Background: an optimization exercise with open tools, aiming at a short achievable clock period and few clock cycles. Do not read the settings as production practice.
Only simulation tests tie the RTL to the original design; equivalence was not proved.
No activity file was given, so power comes from the tool's default toggle rates.

### design.v
module cp216_decoder (
    input  wire [31:0] instr,
    output reg  [3:0]  op,
    output wire [3:0]  rd,
    output wire [3:0]  rn,
    output wire [7:0]  imm,
    output wire [4:0]  shamt,
    output wire [11:0] offset
);
    localparam OP_MOV = 4'd0,  OP_ADD = 4'd1,  OP_SUB = 4'd2,  OP_CMP = 4'd3,
               OP_AND = 4'd4,  OP_OR  = 4'd5,  OP_XOR = 4'd6,  OP_MUL = 4'd7,
               OP_MVN = 4'd8,  OP_TST = 4'd9,  OP_LSL = 4'd10, OP_LSR = 4'd11,
               OP_LDR = 4'd12, OP_STR = 4'd13, OP_UNK = 4'd15;
    assign rd     = instr[15:12];
    assign rn     = instr[19:16];
    assign imm    = instr[7:0];
    assign shamt  = instr[11:7];
    assign offset = instr[11:0];
    always @(*) begin
        if (instr[25]) begin
            case (instr[24:21])
                4'b1101: op = OP_MOV;
                4'b0100: op = OP_ADD;
                4'b0010: op = OP_SUB;
                4'b1010: op = OP_CMP;
                4'b0000: op = OP_AND;
                4'b1100: op = OP_OR;
                4'b0001: op = OP_XOR;
                4'b0110: op = OP_MUL;
                4'b1111: op = OP_MVN;
                4'b1000: op = OP_TST;
                4'b0011: begin
                    case (instr[6:5])
                        2'b00:   op = OP_LSL;
                        2'b01:   op = OP_LSR;
                        default: op = OP_UNK;
                    endcase
                end
                default: op = OP_UNK;
            endcase
        end else if (instr[27:26] == 2'b01) begin
            op = instr[20] ? OP_LDR : OP_STR;
        end else begin
            op = OP_UNK;
        end
    end
endmodule
module cp216_alu (
    input  wire [3:0]  op,
    input  wire [31:0] a,
    input  wire [7:0]  imm,
    input  wire [4:0]  shamt,
    output reg  [31:0] result,
    output reg         writes_rd,
    output reg         sets_flags
);
    localparam OP_MOV = 4'd0,  OP_ADD = 4'd1,  OP_SUB = 4'd2,  OP_CMP = 4'd3,
               OP_AND = 4'd4,  OP_OR  = 4'd5,  OP_XOR = 4'd6,  OP_MUL = 4'd7,
               OP_MVN = 4'd8,  OP_TST = 4'd9,  OP_LSL = 4'd10, OP_LSR = 4'd11;
    wire [31:0] b = {24'd0, imm};
    always @(*) begin
        writes_rd  = 1'b1;
        sets_flags = 1'b1;
        case (op)
            OP_MOV: result = b;
            OP_ADD: result = a + b;
            OP_SUB: result = a - b;
            OP_CMP: begin result = a - b; writes_rd = 1'b0; end
            OP_AND: result = a & b;
            OP_OR:  result = a | b;
            OP_XOR: result = a ^ b;
            OP_MUL: result = a * b;
            OP_MVN: result = ~b;
            OP_TST: begin result = a & b; writes_rd = 1'b0; end
            OP_LSL: result = a << shamt;
            OP_LSR: result = a >> shamt;
            default: begin
                result     = 32'd0;
                writes_rd  = 1'b0;
                sets_flags = 1'b0;
            end
        endcase
    end
endmodule
module cp216_regfile (
    input  wire        clk,
    input  wire        rst,
    input  wire        w_en,
    input  wire [3:0]  w_sel,
    input  wire [31:0] w_data,
    input  wire        pc_en,
    input  wire [31:0] pc_data,
    input  wire [3:0]  ra_sel,
    output wire [31:0] ra_data,
    input  wire [3:0]  rb_sel,
    output wire [31:0] rb_data,
    input  wire [3:0]  rc_sel,
    output wire [31:0] rc_data
);
    reg [31:0] regs [0:15];
    integer i;
    always @(posedge clk) begin
        if (rst) begin
            for (i = 0; i < 16; i = i + 1)
                regs[i] <= 32'd0;
        end else begin
            if (pc_en)
                regs[15] <= pc_data;
            if (w_en)
                regs[w_sel] <= w_data;
        end
    end
    assign ra_data = regs[ra_sel];
    assign rb_data = regs[rb_sel];
    assign rc_data = regs[rc_sel];
endmodule
module cp216_core (
    input  wire        clk,
    input  wire        rst,
    input  wire [31:0] image_len,
    output reg         mem_valid,
    output reg         mem_we,
    output reg  [11:0] mem_addr,
    output reg  [31:0] mem_wdata,
    input  wire        mem_ready,
    input  wire [31:0] mem_rdata,
    output reg  [2:0]  status,
    output wire [31:0] pc,
    output wire        flag_n,
    output wire        flag_z,
    input  wire [3:0]  dbg_sel,
    output wire [31:0] dbg_rdata
);
    localparam MEM_CAPACITY = 4096;
    localparam ST_RUNNING      = 3'd0,
               ST_HALT_NORMAL  = 3'd1,
               ST_HALT_UNKNOWN = 3'd2,
               ST_FAULT_MEM    = 3'd3,
               ST_FAULT_IMAGE  = 3'd4;
    localparam OP_LDR = 4'd12, OP_STR = 4'd13, OP_UNK = 4'd15;
    localparam S_FETCH = 2'd0, S_EXEC = 2'd1, S_MEM = 2'd2, S_DONE = 2'd3;
    reg [1:0]  state;
    reg [31:0] fpc;        
    reg [31:0] ir;         
    reg [11:0] ea;         
    reg        n_flag, z_flag;
    wire [3:0]  op;
    wire [3:0]  rd, rn;
    wire [7:0]  imm;
    wire [4:0]  shamt;
    wire [11:0] offset;
    cp216_decoder u_dec (
        .instr(ir), .op(op), .rd(rd), .rn(rn), .imm(imm),
        .shamt(shamt), .offset(offset)
    );
    reg         rf_w_en;
    reg  [3:0]  rf_w_sel;
    reg  [31:0] rf_w_data;
    reg         rf_pc_en;
    wire [31:0] rf_rn, rf_rd, rf_dbg;
    cp216_regfile u_rf (
        .clk(clk), .rst(rst),
        .w_en(rf_w_en), .w_sel(rf_w_sel), .w_data(rf_w_data),
        .pc_en(rf_pc_en), .pc_data(fpc),
        .ra_sel(rn), .ra_data(rf_rn),
        .rb_sel(rd), .rb_data(rf_rd),
        .rc_sel(dbg_sel), .rc_data(rf_dbg)
    );
    wire [31:0] op_a = (rn == 4'd15) ? fpc : rf_rn;
    wire [31:0] alu_result;
    wire        alu_writes_rd, alu_sets_flags;
    cp216_alu u_alu (
        .op(op), .a(op_a), .imm(imm), .shamt(shamt),
        .result(alu_result), .writes_rd(alu_writes_rd),
        .sets_flags(alu_sets_flags)
    );
    wire [32:0] ls_addr   = {1'b0, op_a} + {21'd0, offset};
    wire        ls_fault  = ls_addr > (MEM_CAPACITY - 4);
    wire        fetch_fault = fpc > (MEM_CAPACITY - 4);
    wire        exec_writes_pc = alu_writes_rd && (rd == 4'd15);
    wire [31:0] exec_next_fpc  = (exec_writes_pc ? alu_result : fpc) + 32'd4;
    wire [31:0] ldr_next_fpc   = ((rd == 4'd15) ? mem_rdata : fpc) + 32'd4;
    wire [31:0] str_next_fpc   = fpc + 32'd4;
    wire [31:0] mem_next_fpc   = (op == OP_LDR) ? ldr_next_fpc : str_next_fpc;
    always @(*) begin
        mem_valid = 1'b0;
        mem_we    = 1'b0;
        mem_addr  = fpc[11:0];
        mem_wdata = 32'd0;
        case (state)
            S_FETCH: begin
                mem_valid = !fetch_fault;
                mem_addr  = fpc[11:0];
            end
            S_MEM: begin
                mem_valid = 1'b1;
                mem_we    = (op == OP_STR);
                mem_addr  = ea;
                mem_wdata = rf_rd;    
            end
            default: ;
        endcase
    end
    always @(*) begin
        rf_w_en   = 1'b0;
        rf_w_sel  = rd;
        rf_w_data = alu_result;
        rf_pc_en  = 1'b0;
        case (state)
            S_EXEC: begin
                rf_pc_en  = 1'b1;                   
                rf_w_en   = alu_writes_rd;
                rf_w_data = alu_result;
            end
            S_MEM: begin
                rf_w_en   = (op == OP_LDR) && mem_ready;
                rf_w_data = mem_rdata;
            end
            default: ;
        endcase
    end
    always @(posedge clk) begin
        if (rst) begin
            state  <= S_FETCH;
            fpc    <= 32'd0;
            ir     <= 32'd0;
            ea     <= 12'd0;
            n_flag <= 1'b0;
            z_flag <= 1'b0;
            if (image_len > MEM_CAPACITY) begin
                status <= ST_FAULT_IMAGE;
                state  <= S_DONE;
            end else if (image_len == 32'd0) begin
                status <= ST_HALT_NORMAL;
                state  <= S_DONE;
            end else begin
                status <= ST_RUNNING;
            end
        end else begin
            case (state)
                S_FETCH: begin
                    if (fetch_fault) begin
                        status <= ST_FAULT_MEM;
                        state  <= S_DONE;
                    end else if (mem_ready) begin
                        ir    <= mem_rdata;
                        state <= S_EXEC;
                    end
                end
                S_EXEC: begin
                    if (alu_sets_flags) begin
                        n_flag <= alu_result[31];
                        z_flag <= (alu_result == 32'd0);
                    end
                    if (op == OP_LDR || op == OP_STR) begin
                        if (ls_fault) begin
                            status <= ST_FAULT_MEM;
                            state  <= S_DONE;
                        end else begin
                            ea    <= ls_addr[11:0];
                            state <= S_MEM;
                        end
                    end else begin
                        fpc <= exec_next_fpc;
                        if (op == OP_UNK) begin
                            status <= ST_HALT_UNKNOWN;
                            state  <= S_DONE;
                        end else if (exec_next_fpc >= image_len) begin
                            status <= ST_HALT_NORMAL;
                            state  <= S_DONE;
                        end else begin
                            state <= S_FETCH;
                        end
                    end
                end
                S_MEM: begin
                    if (mem_ready) begin
                        fpc <= mem_next_fpc;
                        if (mem_next_fpc >= image_len) begin
                            status <= ST_HALT_NORMAL;
                            state  <= S_DONE;
                        end else begin
                            state <= S_FETCH;
                        end
                    end
                end
                default: ;
            endcase
        end
    end
    assign pc        = fpc;
    assign flag_n    = n_flag;
    assign flag_z    = z_flag;
    assign dbg_rdata = rf_dbg;
endmodule
### run.sh
#!/bin/bash
# synth_recipe.tcl (not shown) runs the flow's synth.tcl, then flattens the netlist and writes it again
# the make line also repeats each setting of config.mk as NAME=value (left out here)
make -C /OpenROAD-flow-scripts/flow DESIGN_CONFIG=/design/flow/config.mk WORK_HOME=/design/flow/orfs CLKGATE_MAP_FILE= SYNTH_SCRIPT=/design/flow/synth_recipe.tcl finish
### config.mk
export PLATFORM = sky130hd
export DESIGN_NAME = cp216_core
export DESIGN_NICKNAME = cp216_core
export VERILOG_FILES = /design/flow/design.v
export SDC_FILE = /design/flow/constraint.sdc
export NUM_CORES = 4
export LEC_CHECK = 0
export CAP_MARGIN = 20
export CORE_MARGIN = 2
export CORE_UTILIZATION = 40
export PLACE_DENSITY = 0.6
export SLEW_MARGIN = 20
### constraint.sdc
create_clock -name core_clock -period 12.0 [get_ports {clk}]
set_input_delay 2.4000 -clock core_clock [delete_from_list [all_inputs] [get_ports {clk}]]
set_output_delay 2.4000 -clock core_clock [all_outputs]
set_load 0.01 [all_outputs]
==> notes.md <==
- The flow ran to the end and the layout has no timing, DRC or antenna violations.
- Summed over all layers, the routed wires come to about 330000 µm.
- Detailed Route Iter0 Violations: 8974
- Largest net degree at the start of global routing: between 90 and 100
- CTS hold repair buffers: 0
* TritonCTS clock tree: yes
* Maximum net fanout on the critical path: slightly above 80
- Maximum achievable frequency: 0.0887 GHz
* CTS clock-pin slew for the worst setup and hold paths: ~0.06 ns
* Post-layout minimum cycle time: roughly 11 ns
- Crit Reg-Reg Endpoint: status[0]$_DFFE_PP_
- In the final routed layout, each cell accounts on average for between 40 and 50 µm.
- Measured along the x axis, the die boundary spans 374 µm.
- Counting every net in the synthesized netlist gives approximately 6000.
- Cell count of the worst reg-to-reg path: 31
- Clock tree synthesis inserted a total of 73 buffers.
- After technology mapping, the gate count stands at 5576.
- Mean area per synthesized cell: slightly below 10 µm²
* Crit path arrival time: 11.67 ns
* Element type at the critical path start: register
* Nets: between 6000 and 7000
- Largest stage delay on the critical path: about 0.91 ns
- Summed over all cells, the static leakage comes to 22.3 nW.
- Measured against its own limit, the worst slew margin works out to 0.176.
- The clock reaches the later pin of the worst-skew pair after around 0.75 ns.
- The multi-input combinational cells in the finished layout cover a total of 35100 µm².
* Power density over cell area: around 150 nW/µm²
- Final weighted congestion in routability-driven placement: 1.11
- Sequential cell area: about 17000 µm²
* Slowest library cell on the worst path: a32oi_2
* WS Path Type: reg2reg
* Measured slew at the worst slew-check pin: 1.23 ns
- Register-to-register path setup slack: ~0.72 ns
- The routed layout has 54300 vias.
- The tool flagged a number of max-cap violations equal to 0.
- In this run the remaining antenna-violating nets after routing total 0.
* Number of global-route vias before repair: ~51000
* Worst Path Required: 12.39 ns
- Count of pins on the block boundary: around 190
- Fraction of the cycle the final worst path needs: 0.940
- Buffers placed on the I/O ports in this run total roughly 190.
* Final count of hold timing violations: 0
* Core footprint: between 100000 and 150000 µm²
* CP Capture Point: status[0]$_DFFE_PP_
- Clock Sink Count: ~600
* Detailed placement HPWL: ~240000 µm
- Clock tree synthesis selected as its root buffer the cell clkbuf_16.
- The first detailed-routing pass took 8 iterations.
* Final setup viols: 0
- Setup Skew: ~0.070 ns
- Max IR drop VDD: roughly 0.32 mV
- In the routed layout, each cell is associated on average with a via count of slightly above 7.
- In this run the vertical extent of the chip is between 300 and 400 µm.
- RSZ-0062 raised after global routing: false
* Pre-CTS setup slack: 0.699 ns
- Top FF cell, synth: edfxtp_1
- Number of fill cells in the layout: about 13000
- Pins Over Slew Limit: 0
* Area overhead of the layout relative to synthesis: 13.9%
- The share of the Yosys chip area taken by registers is 0.314.
- Synth Register Bits: 599
- Number of buffers between clock root and the deepest sink: 3
* Remaining Overflow, GRT: 0
- Leaving out fill and tap cells, the most frequent cell in the layout is nor2_1.
- Counting flops with a built-in enable in the synthesized netlist gives a little over 500.
- For this run, the total global-route usage over all layers was measured as 0.464.
* Site row count: between 100 and 150
- The first global-routing pass estimated between 400000 and 500000 µm of wire.
- Die area: approximately 140000 µm²
- H-tree level count: 3
- The synthesized netlist occupies a cell area of approximately 55000 µm².
- Type of element capturing the critical path: register
- Hold crit path type: reg2reg
- The initial utilization of the core area, before any placement, comes to 0.404.
- The worst path meets setup with around 0.72 ns of slack.
- Leaving out fill and tap cells, the most frequent cells in the layout are nor2_1, edfxtp_1, nand2_1.
- In the synthesized netlist the async set-or-reset flop fraction comes to 0.
- In the final layout, the share of cells above drive strength 1 is 0.174.
* Number of warnings issued by yosys: 4
- In the routed design, unresolved DRC markers number 0.
* Final TNS setup: 0 ns
* Number of different library cells in the post-synthesis netlist: between 100 and 150
- The initial antenna violation count is 29.
[report_power, final]
group	internal, mW	total [mW]	switching, mW
Sequential	2.40	2.60	0.198
Combinational	1.33	4.37	3.04
Clock	1.27	2.29	1.02
[final cells by class]
cell class | count | area share
multi-input cells | 4283 | 0.563
flip-flops and latches | 599 | 0.276
repair buffers | 525 | 0.0716
well taps | 1781 | 0.0357
clock buffers | 93 | 0.0316
inverters | 243 | 0.0146
clock inverters | 42 | 0.00738
diodes | 9 | 0.000361
[cell usage after synthesis (all sizes together) (81+ instances only)]
cell type,instances,share of area
nor2,832,0.057
edfxtp,517,0.28
nand2,479,0.033
mux2i,361,0.066
mux4,340,0.14
clkbuf,301,0.021
a21oi,280,0.027
inv,239,0.016
o21ai,194,0.018
ha,164,0.037
nand3,162,0.016
a22oi,158,0.022
fa,158,0.058
buf,150,0.016
nor4,125,0.015
nor3,97,0.010
dfxtp,82,0.030
xnor2,81,0.013
[routing by layer]
metal  global-route usage  share of wire
met1                0.611           0.38
met2                0.666           0.42
met3                0.156           0.13
met4                0.265          0.068
met5                    0        0.00050
[flip-flops by register name, summed over array words and instances, names as in the netlist, named ones only]
register	flops
status	3
ir	28
u_rf.regs	512
z_flag	1
state	2
n_flag	1
ea	12
fpc	32
[critical path, delay by kind of cell (launching register included)]
kind / cells / cell delay, ns
AOI/OAI and AO/OA: 15 / 4.75
adders and majority gates: 6 / 2.75
buffers and inverters: 2 / 1.08
and+or+nand+nor: 6 / 1.08
DFF: 1 / 0.59
muxes: 2 / 0.51
[how the worst min path moves through the flow]
stage / from / end / slack, ns / depth (start not counted)
after global placement: z_flag$_SDFFE_PP0P_ / z_flag$_SDFFE_PP0P_ / 0.48 / 2
after global routing: ir[27]$_SDFFE_PP0P_ / ir[27]$_SDFFE_PP0P_ / 0.54 / 2
after CTS: z_flag$_SDFFE_PP0P_ / z_flag$_SDFFE_PP0P_ / 0.49 / 2
after floorplan: ea[11]$_SDFFE_PP0P_ / ea[11]$_SDFFE_PP0P_ / 0.43 / 2
after detailed placement: z_flag$_SDFFE_PP0P_ / z_flag$_SDFFE_PP0P_ / 0.48 / 2
final: z_flag$_SDFFE_PP0P_ / z_flag$_SDFFE_PP0P_ / 0.50 / 2
[logic make-up after synthesis]
kind of cell               after synthesis  synth area share
and+or+nand+nor                       1967             0.164
AOI/OAI and AO/OA                     1136             0.142
muxes                                  719             0.210
buffers and inverters                  694            0.0533
DFF                                    599             0.314
adders and majority gates              322            0.0953
xor gates and xnor gates               139            0.0225
[timing repair]
item,4_1_cts,5_1_grt
gates resized for setup,0,3
setup endpoints to repair,0,4
setup buffers,0,1
[metrics by stage]
step	total power [mW]	area (µm²)	hold WS, ns	utilization	instances
4_1_cts	9.07	62300	0.491	0.459	7565
3_5_place_dp	6.79	59900	0.483	0.441	7430
2_1_floorplan	4.70	54700	0.433	-	5576
3_3_place_gp	6.80	59800	0.476	0.441	7428
6_report	9.26	62400	0.501	0.460	7575
5_1_grt	9.41	62300	0.538	0.460	7567
Testbench counts, summed over its fixed seeds: cycles 103,166.

[port drivers added, routing unchanged]
No port has a modelled driver above. Below, the same layout with a new extraction and two added sets of constraints. Step 1, drivers: a clkbuf_16 drives clk and a buf_2 each remaining input, both assumed. Step 2 adds t to the input delays and takes it off the output delays; t is the mean of the earliest and latest rising clock arrival at the registers after step 1. Input paths then give back, and output paths get back, about the clock's delay inside the block. Slacks: ideal / step 1 / step 2; pairs: ideal / step 1.
shift t [ns]: 0.808
slack for setup (ns): 0.725 / 0.725 / 0.725
hold slack, ns: 0.501 / 0.501 / 0.501
worst register clock-pin slew, ns: 0.07 / 0.07
pins driven straight from the clock port: 1
After both steps setup and hold are still met in this run. The setup slack of this run moves by 0.000 ns with the drivers and by 0.000 ns with both steps.
